This design comes from an exercise in tuning for a short achievable clock period and few clock cycles on the open sky130 flow, not from production work.
The RTL was checked by simulation tests, not by an equivalence proof against the original design.
Power figures rest on the tool's default switching activity, not on a simulated workload.

Design adc_seq, start of the top module:
module adc_seq (
    input  wire        clk,
    input  wire        rst,
    input  wire        cmd_valid,
    input  wire [31:0] cmd_word,
    input  wire [31:0] cmd_addr,
    input  wire [31:0] cmd_a,
    input  wire [31:0] cmd_b,
    output wire        ready,
    output wire        rsp_valid,
    output wire [1:0]  rsp_kind,
    output wire [31:0] rsp_data,
    input  wire        rsp_take,
    output wire        busy,
    output wire        fault,
    output wire [2:0]  fault_cause,
    output wire [31:0] fault_info,
    output wire [15:0] pin_oe,
    output wire [15:0] pin_out,
    output wire        conv_start,
    output wire [4:0]  conv_ch,
    output wire        conv_trusted,
    input  wire        conv_done,
    input  wire [11:0] conv_data
);
clock: 6.0 ns
lec_check: 0
abc_clock_period_in_ps: 300
cap_margin: 20
core_margin: 2
core_utilization: 70
setup_slack_margin: 4.5
slew_margin: 20
synth_hierarchical: 1
run.sh (not shown) runs the stock make flow with config.mk's settings and CLKGATE_MAP_FILE= SYNTH_SCRIPT=/design/flow/synth_recipe.tcl, a recipe that flattens the netlist after the stock synthesis.
The first run ended with an error in clock tree synthesis (4_1_cts).
Testbench counts at the start, summed over its fixed seeds: cycles 14,043.
Next try:
==> flow/flow/run.sh (new file) <==
#!/bin/bash
# The standard layout, with the port buffers that ORFS inserts before global
# placement made as sky130_fd_sc_hd__buf_4 rather than the library's smallest
# buffer (a delay cell), which repair_timing then leaves on the input paths.
set -euo pipefail
bash standard.sh finish "BUFFER_PORTS_ARGS=-buffer_cell sky130_fd_sc_hd__buf_4" > make_finish.log 2>&1
==> flow/standard.sh (new file) <==
#!/bin/bash
# synth_recipe.tcl (not shown) runs the flow's synth.tcl, then flattens the netlist and writes it again
# the make line also repeats each setting of config.mk as NAME=value (left out here)
make -C /OpenROAD-flow-scripts/flow DESIGN_CONFIG=/design/flow/config.mk WORK_HOME=/design/flow/orfs CLKGATE_MAP_FILE= SYNTH_SCRIPT=/design/flow/synth_recipe.tcl "${@:-finish}"
Settings changed: CORE_UTILIZATION 70 to 48, CTS_CLUSTER_DIAMETER set to 60, CTS_CLUSTER_SIZE set to 20.
removed: flow/run.sh
The changed run finished with timing, DRC and antenna clean.
Synthesized cell count does not change.
Area after synthesis does not change.

* * *

Setup of lane 1:
adc_seq, a different RTL version from the one above (not shown whole).
Size: about 2000 cells after synthesis, roughly 260 I/O pins.
## adc_seq
module adc_seq (
    input  wire        clk,
    input  wire        rst,
    input  wire        cmd_valid,
    input  wire [31:0] cmd_word,
    input  wire [31:0] cmd_addr,
    input  wire [31:0] cmd_a,
    input  wire [31:0] cmd_b,
    output wire        ready,
    output wire        rsp_valid,
    output wire [1:0]  rsp_kind,
    output wire [31:0] rsp_data,
    input  wire        rsp_take,
    output wire        busy,
    output wire        fault,
    output wire [2:0]  fault_cause,
    output wire [31:0] fault_info,
    output wire [15:0] pin_oe,
    output wire [15:0] pin_out,
    output wire        conv_start,
    output wire [4:0]  conv_ch,
    output wire        conv_trusted,
    input  wire        conv_done,
    input  wire [11:0] conv_data
);
==> flow/config.mk <==
export PLATFORM = sky130hd
export DESIGN_NAME = adc_seq
export DESIGN_NICKNAME = adc_seq
export VERILOG_FILES = /design/flow/design.v
export SDC_FILE = /design/flow/constraint.sdc
export NUM_CORES = 4
export LEC_CHECK = 0
export ABC_CLOCK_PERIOD_IN_PS = 300
export CAP_MARGIN = 20
export CORE_MARGIN = 2
export CORE_UTILIZATION = 45
export SETUP_SLACK_MARGIN = 4.5
export SLEW_MARGIN = 20
export SYNTH_HIERARCHICAL = 1
==> flow/constraint.sdc <==
create_clock -name core_clock -period 6.0 [get_ports {clk}]
set_input_delay 1.2000 -clock core_clock [delete_from_list [all_inputs] [get_ports {clk}]]
set_output_delay 1.2000 -clock core_clock [all_outputs]
set_load 0.01 [all_outputs]
Stock flow here: none of the scripts above is used.
Having completed the whole flow, lane 1 delivered a layout that passed the timing, design-rule and antenna checks.
Testbench counts of lane 1, summed over its fixed seeds: cycles 14,277.
For lane 2, these inputs were changed with respect to lane 1:
==> flow/flow/run.sh (new file) <==
#!/bin/bash
# The standard layout, with the port buffers that ORFS inserts before global
# placement made as sky130_fd_sc_hd__buf_4 rather than the library's smallest
# buffer (a delay cell), which repair_timing then leaves on the input paths.
set -euo pipefail
bash standard.sh finish "BUFFER_PORTS_ARGS=-buffer_cell sky130_fd_sc_hd__buf_4" > make_finish.log 2>&1
==> flow/standard.sh (new file) <==
#!/bin/bash
# synth_recipe.tcl (not shown) runs the flow's synth.tcl, then flattens the netlist and writes it again
# the make line also repeats each setting of config.mk as NAME=value (left out here)
make -C /OpenROAD-flow-scripts/flow DESIGN_CONFIG=/design/flow/config.mk WORK_HOME=/design/flow/orfs CLKGATE_MAP_FILE= SYNTH_SCRIPT=/design/flow/synth_recipe.tcl "${@:-finish}"
removed: flow/run.sh
- Looking at layout overhead on the synthesized area, lane 2 sits 7.9 points below lane 1.
- Diff lane 1 -> lane 2: met3 demand-to-capacity share in global routing fell 2.7 points, overall routing resource usage fell 2.8 points.
- Looking at total power, lane 2 sits 91 uW lower than lane 1 does.
- Looking at lane 1 and lane 2, the clock insertion delay at the later pin of the skew report is a wash.
- Run comparison: lane 1 highest signal layer in the routed design met5; lane 2 highest signal layer in the routed design met4

* * *

RTL: one of the versions met above, not the one the previous note started from.
Size in the first run: about 2600 cells after synthesis, ~600 flip-flops, about 260 I/O pins, about 24000 µm² of cells after synthesis.
Settings: LEC_CHECK=0, ABC_CLOCK_PERIOD_IN_PS=300, CAP_MARGIN=20, CORE_MARGIN=2, CORE_UTILIZATION=60, SETUP_SLACK_MARGIN=4.5, SLEW_MARGIN=20, SYNTH_HIERARCHICAL=1; clock period 6.0 ns.
Stock flow here: none of the scripts above is used.
The starting point ended with an error in 5_1_grt with GRT-0232.
Testbench counts at the start, summed over its fixed seeds: cycles 14,043.
==> next run, changes <==
==> flow/flow/run.sh (new file) <==
#!/bin/bash
# The standard layout, with the port buffers that ORFS inserts before global
# placement made as sky130_fd_sc_hd__buf_4 rather than the library's smallest
# buffer (a delay cell), which repair_timing then leaves on the input paths.
set -euo pipefail
bash standard.sh finish "BUFFER_PORTS_ARGS=-buffer_cell sky130_fd_sc_hd__buf_4" > make_finish.log 2>&1
==> flow/standard.sh (new file) <==
#!/bin/bash
# synth_recipe.tcl (not shown) runs the flow's synth.tcl, then flattens the netlist and writes it again
# the make line also repeats each setting of config.mk as NAME=value (left out here)
make -C /OpenROAD-flow-scripts/flow DESIGN_CONFIG=/design/flow/config.mk WORK_HOME=/design/flow/orfs CLKGATE_MAP_FILE= SYNTH_SCRIPT=/design/flow/synth_recipe.tcl "${@:-finish}"
- CORE_UTILIZATION: 60 -> 45
removed: flow/run.sh
=>
- This time the run produced a clean layout
- synthesized area stays the same
- synthesized cell count is unchanged

* * *

T:
adc_seq, a different RTL version from the one above (not shown whole).
For scale: roughly 2,600 cells after synthesis, roughly 260 I/O pins.
clock: 6.0 ns
lec_check: 0
abc_clock_period_in_ps: 300
cap_margin: 20
core_margin: 2
core_utilization: 45
setup_slack_margin: 4.5
slew_margin: 20
synth_hierarchical: 1
Stock flow here: none of the scripts above is used.
Testbench counts of T, summed over its fixed seeds: cycles 14,043.
Inputs modified between T and Q:
==> flow/flow/run.sh (new file) <==
#!/bin/bash
# The standard layout, with the port buffers that ORFS inserts before global
# placement made as sky130_fd_sc_hd__buf_4 rather than the library's smallest
# buffer (a delay cell), which repair_timing then leaves on the input paths.
set -euo pipefail
bash standard.sh finish "BUFFER_PORTS_ARGS=-buffer_cell sky130_fd_sc_hd__buf_4" > make_finish.log 2>&1
==> flow/standard.sh (new file) <==
#!/bin/bash
# synth_recipe.tcl (not shown) runs the flow's synth.tcl, then flattens the netlist and writes it again
# the make line also repeats each setting of config.mk as NAME=value (left out here)
make -C /OpenROAD-flow-scripts/flow DESIGN_CONFIG=/design/flow/config.mk WORK_HOME=/design/flow/orfs CLKGATE_MAP_FILE= SYNTH_SCRIPT=/design/flow/synth_recipe.tcl "${@:-finish}"
removed: flow/run.sh
## What came out
Worst slack on hold paths: Q higher than T
Delta(later-pin clock latency in the skew report, Q - T) > 0
T → Q: cell area reported after detailed placement shrank by 670 um2; cell count after placement shows no meaningful change; total power divided by cell area picked up an extra 6.7%.
In Q the critical path depth turned out 7 lower than in T.
Part of the total power dissipated in the clock network ended up 2.8 points higher on Q than on T.
NOTE: largest voltage drop on the vdd net in Q exceeds that of T
The final worst-path setup slack of Q is higher than that of T.
In the flow results for Q and T, the final RePlAce weighted congestion is smaller on T.

* * *

north:
adc_seq, a different RTL version from the one above (not shown whole).
For scale: about 290 flip-flops, ~260 I/O pins, roughly 14000 µm² of cells after synthesis.
clock: 6.0 ns
lec_check: 0
abc_clock_period_in_ps: 2500
cap_margin: 20
core_margin: 2
core_utilization: 40
setup_slack_margin: 3.0
slew_margin: 20
Stock flow here: none of the scripts above is used.
north: done, clean on timing, DRC and antenna
Testbench counts of north, summed over its fixed seeds: cycles 13,537.
Inputs modified between north and south:
# north
export LEC_CHECK = 0
export ABC_CLOCK_PERIOD_IN_PS = 2500
export CAP_MARGIN = 20
export CORE_MARGIN = 2
export CORE_UTILIZATION = 40
export SETUP_SLACK_MARGIN = 3.0
export SLEW_MARGIN = 20
create_clock -name core_clock -period 6.0 [get_ports {clk}]
# south
export LEC_CHECK = 0
export ABC_CLOCK_PERIOD_IN_PS = 1500
export CAP_MARGIN = 20
export CORE_MARGIN = 2
export CORE_UTILIZATION = 40
export SETUP_SLACK_MARGIN = 4.0
export SLEW_MARGIN = 20
create_clock -name core_clock -period 6.0 [get_ports {clk}]
Results
- south ran to completion and came out clean on the timing, design-rule and antenna checks.
- Diff north -> south | internal power summed over all cells | up slightly
- south vs. north: period utilization shows an increase of 1.4 points, maximum achievable frequency shows a reduction of about 2.4%, worst hold slack shows no meaningful change, data required time of the worst path shows a reduction of 0.09 ns.
- south and north ended up with roughly the same flip-flop and latch power.
- Measured against each other, south and north differ in total of fill cells in the finished design, the lower figure coming from south.
- Share of power burned in the clock network: higher on north
- Summary — sequential share of layout area, south relative to north: lower, by 1.9 points.
- Between south and north, final worst-path setup slack is higher for north, south comes in under that.
- Global-route wire length before repair in south is about 9% above north.
- The beginning of the critical path comes out cmd_addr[13] in one run and cmd_addr[19] in the other, namely in north and south respectively.

## static timing again, ports no longer ideal
In the flow no input, the clock included, has a driving cell. The finished layouts below were timed again as built, in two steps. Step 1, drivers: a clkbuf_16 drives clk and a buf_2 each remaining input, both assumed. Step 2 adds t to the input delays and takes it off the output delays; t is the mean of the earliest and latest rising clock arrival at the registers after step 1. Input paths then give back, and output paths get back, about the clock's delay inside the block. Three values: ideal ports, drivers, drivers and shift; two values: the first two.
run	shift t [ns]	setup WS [ns]	hold WS [ns]	pins driven straight from the clock port
the second run of note 1	0.686	3.594 / 3.594 / 3.196	0.454 / 0.454 / 0.454	1
lane 1	0.669	3.694 / 3.632 / 3.087	0.373 / 0.373 / 0.373	1
lane 2	0.681	3.670 / 3.607 / 3.143	0.389 / 0.389 / 0.389	1
the second run of note 3	0.691	3.624 / 3.624 / 3.125	0.438 / 0.438 / 0.438	1
T	0.718	3.625 / 3.584 / 3.201	0.393 / 0.393 / 0.393	1
Q	0.733	3.633 / 3.568 / 3.095	0.400 / 0.400 / 0.400	1
north	0.589	2.471 / 2.487 / 1.898	0.459 / 0.459 / 0.459	1
south	0.574	2.385 / 2.397 / 1.823	0.458 / 0.458 / 0.458	1
After both steps setup and hold are still met in every run listed. The setup slack of lane 1, which loses most, moves by -0.062 ns with the drivers and by -0.607 ns with both steps.
